From an optimization exercise on the open Yosys and OpenROAD flow, aimed at small area, a short achievable clock period and few clock cycles per item; shortcuts taken in it are not production practice.

==> branch delta <==
Design hb_rx, start of the top module:
module hb_rx (
    input  wire       clk,
    input  wire       rst,         
    input  wire       in_valid,
    output wire       in_ready,
    input  wire [7:0] in_data,
    output wire       ev_valid,
    input  wire       ev_ready,
    output wire [7:0] ev_data
);
    localparam integer PMAX = 242;
    localparam [2:0] P_SEARCH = 3'd0,    
                     P_LINK   = 3'd1,
                     P_LEN    = 3'd2,
                     P_METH   = 3'd3,    
                     P_PATH   = 3'd4,
                     P_SKIP   = 3'd5;    
    localparam [1:0] M_GET = 2'd0, M_POST = 2'd1, M_OTHER = 2'd2;
    localparam [7:0] CH_LF = 8'h0A, CH_CR = 8'h0D, CH_SP = 8'h20;
    reg  [7:0] xb;            
    reg        xv;
    reg  [7:0] sb;            
    reg        sv;
    wire       proc;          
    assign in_ready = !sv;
    wire take = in_valid && !sv;
    always @(posedge clk) begin
        if (rst) begin
            xv <= 1'b0;
            sv <= 1'b0;
        end else if (sv) begin
            if (proc) begin
  ...
export LEC_CHECK = 0
export ABC_CLOCK_PERIOD_IN_PS = 3000
export CAP_MARGIN = 20
export CORE_MARGIN = 2
export CORE_UTILIZATION = 40
export SETUP_SLACK_MARGIN = 5
export SLEW_MARGIN = 20
create_clock -name core_clock -period 10.0 [get_ports {clk}]
run.sh (not shown) runs the stock make flow with config.mk's settings and CLKGATE_MAP_FILE= SYNTH_SCRIPT=/design/flow/synth_recipe.tcl, a recipe that flattens the netlist after the stock synthesis.
==> inputs of branch fjord, as changes to branch delta <==
--- a/flow/design.v
+++ b/flow/design.v
@@ -175,19 +175,24 @@
     reg [1:0]  rg;            
     reg  [7:0] e_lasti;       
     reg  hazard;
     always @(posedge clk)
         hazard <= ev_v && !e_drop && (plen < e_plen) && ({1'b0, plen} + 9'd9 >= {1'b0, ecnt});
     wire stall = (ev_new && ev_v) || ((pstate == P_PATH) && hazard);
     assign proc = xv && !stall;
     wire launch = proc && ev_new;
+    reg  [15:0] wlo, whi;
+    wire        wen = xv && pstate == P_PATH && pend_v && !hazard;
+    wire [15:0] wen_hi = whi & {16{wen}};
+    integer w;
     always @(posedge clk) begin
-        if (xv && pstate == P_PATH && pend_v && !hazard && plen < PMAX)
-            pbuf[plen] <= pend;
+        for (w = 0; w < PMAX; w = w + 1)
+            if (wen_hi[w / 16] && wlo[w % 16])
+                pbuf[w] <= pend;
     end
     always @(posedge clk) begin
         if (rst) begin
             pstate <= P_SEARCH;
             rx_len <= 9'd0;
             mpos   <= 3'd0;
         end else if (proc) begin
             if (ovf) begin
@@ -229,16 +234,18 @@
                         end else if (len_end) begin
                             pstate  <= P_METH;
                             mi      <= 3'd0;
                             g_ok    <= 1'b1;
                             p_ok    <= 1'b1;
                             method  <= M_OTHER;
                             pend_v  <= 1'b0;
                             plen    <= 8'd0;
+                            wlo     <= 16'd1;
+                            whi     <= 16'd1;
                             js      <= 2'd0;
                             f_files <= 1'b1;
                             f_card  <= 1'b1;
                             f_qm    <= 1'b0;
                             mk      <= 4'd0;
                             f_mf    <= 1'b0;
                         end else begin
                             rx_len <= 9'd0;
@@ -266,16 +273,19 @@
                     end
                     P_PATH: begin
                         if (is_lf) begin
                             rx_len <= 9'd0;
                             pstate <= P_SEARCH;
                         end else begin
                             if (pend_v) begin
                                 plen    <= c_plen;
+                                wlo     <= {wlo[14:0], wlo[15]};
+                                if (wlo[15])
+                                    whi <= {whi[14:0], whi[15]};
                                 f_files <= c_files;
                                 f_card  <= c_card;
                                 f_qm    <= c_qm;
                                 mk      <= c_mk;
                                 f_mf    <= c_mf;
                                 js      <= c_js;
                             end
                             if (b == CH_SP) begin
@@ -316,35 +326,50 @@
                 8'd6: e_byte = {5'd0, e_route};
                 8'd7: e_byte = e_plen;
                 8'd8: e_byte = 8'd0;
                 default: e_byte = rq[rg];
             endcase
         end
     end
     integer g;
+    reg [15:0] rlo;
+    reg [3:0]  rmid;
+    wire [63:0] rs1;
+    genvar gj;
+    generate
+        for (gj = 0; gj < 64; gj = gj + 1) begin : g_rs
+            assign rs1[gj] = rlo[gj % 16] && rmid[gj / 16];
+        end
+    endgenerate
     reg [7:0] rsel [0:3];
     integer q, j;
     always @(*) begin
         for (q = 0; q < 4; q = q + 1) begin
             rsel[q] = 8'd0;
             for (j = 0; j < 64; j = j + 1)
                 if (q * 64 + j < PMAX)
-                    rsel[q] = rsel[q] | (pbuf[q * 64 + j] & {8{fa[5:0] == j}});
+                    rsel[q] = rsel[q] | (pbuf[q * 64 + j] & {8{rs1[j]}});
         end
     end
     always @(posedge clk) begin
         if (e_step) begin
             for (g = 0; g < 4; g = g + 1)
                 rq[g] <= rsel[g];
             rg <= fa[7:6];
             fa <= fa + 8'd1;
+            rlo <= {rlo[14:0], rlo[15]};
+            if (rlo[15])
+                rmid <= {rmid[2:0], rmid[3]};
+        end
+        if (launch) begin
+            fa   <= 8'd248;
+            rlo  <= 16'h0100;
+            rmid <= 4'b1000;
         end
-        if (launch)
-            fa <= 8'd248;
     end
     always @(posedge clk) begin
         if (rst) begin
             ev_v <= 1'b0;
         end else if (launch) begin
             ev_v     <= 1'b1;
             ev_b     <= ovf ? 8'h83 : (ev_mal ? 8'h83 : 8'h82);
             ecnt     <= 8'd0;
Settings changed: ABC_CLOCK_PERIOD_IN_PS 3000 to not set, SETUP_SLACK_MARGIN 5 to not set.
==> impl_metrics.env <==
export IMPL_final_net_count=5083
export IMPL_share_of_cell_area_taken_by_multi_input_logic_gates_pct=18.8
export IMPL_run_status="complete, no violations"
export IMPL_fp_dieArea_sq_um=210000
export IMPL_bufs_w_o_clock=152
export IMPL_routedLengthMet1_um=114000
export IMPL_crit_fanout=15
export IMPL_switching_share_of_total_power_pct=21.1
-- figures above: branch delta

==> impl_metrics.env <==
export IMPL_crit_fanout=88
export IMPL_run_status="complete, no violations"
export IMPL_final_net_count=5149
export IMPL_fp_dieArea_sq_um=217000
export IMPL_share_of_cell_area_taken_by_multi_input_logic_gates_pct=18.8
-- figures above: branch fjord

No run of this note included a check of the RTL's function; only the layout flow was run.

-- separate check: timing with driven ports --
Ports are ideal in the flow. The routed layouts listed here were re-timed in OpenROAD. Step 1: set_driving_cell puts a clkbuf_16 on clk and a buf_2 on each other input, an assumption about the parent block. Step 2, shift: input delay + t, output delay - t, t = (earliest + latest rising clock arrival at the registers) / 2. This alone moves slack from input paths to output paths. Three values: ideal ports, drivers, drivers and shift; two values: the first two.
run | t (ns) | slack for setup (ns) | clock arrival spread, ns | slew at the worst register clock pin (ns) | worst slew at a driven data input, ns
branch delta | 0.944 | 5.292 / 5.292 / 5.292 | 0.094 / 0.094 | 0.07 / 0.07 | 0.05
branch fjord | 0.951 | 5.486 / 5.486 / 5.243 | 0.092 / 0.092 | 0.07 / 0.07 | 0.04
After both steps setup and hold are still met in every run listed. For branch fjord, which loses most, drivers alone change the setup slack by 0.000 ns; drivers and shift together by -0.243 ns.
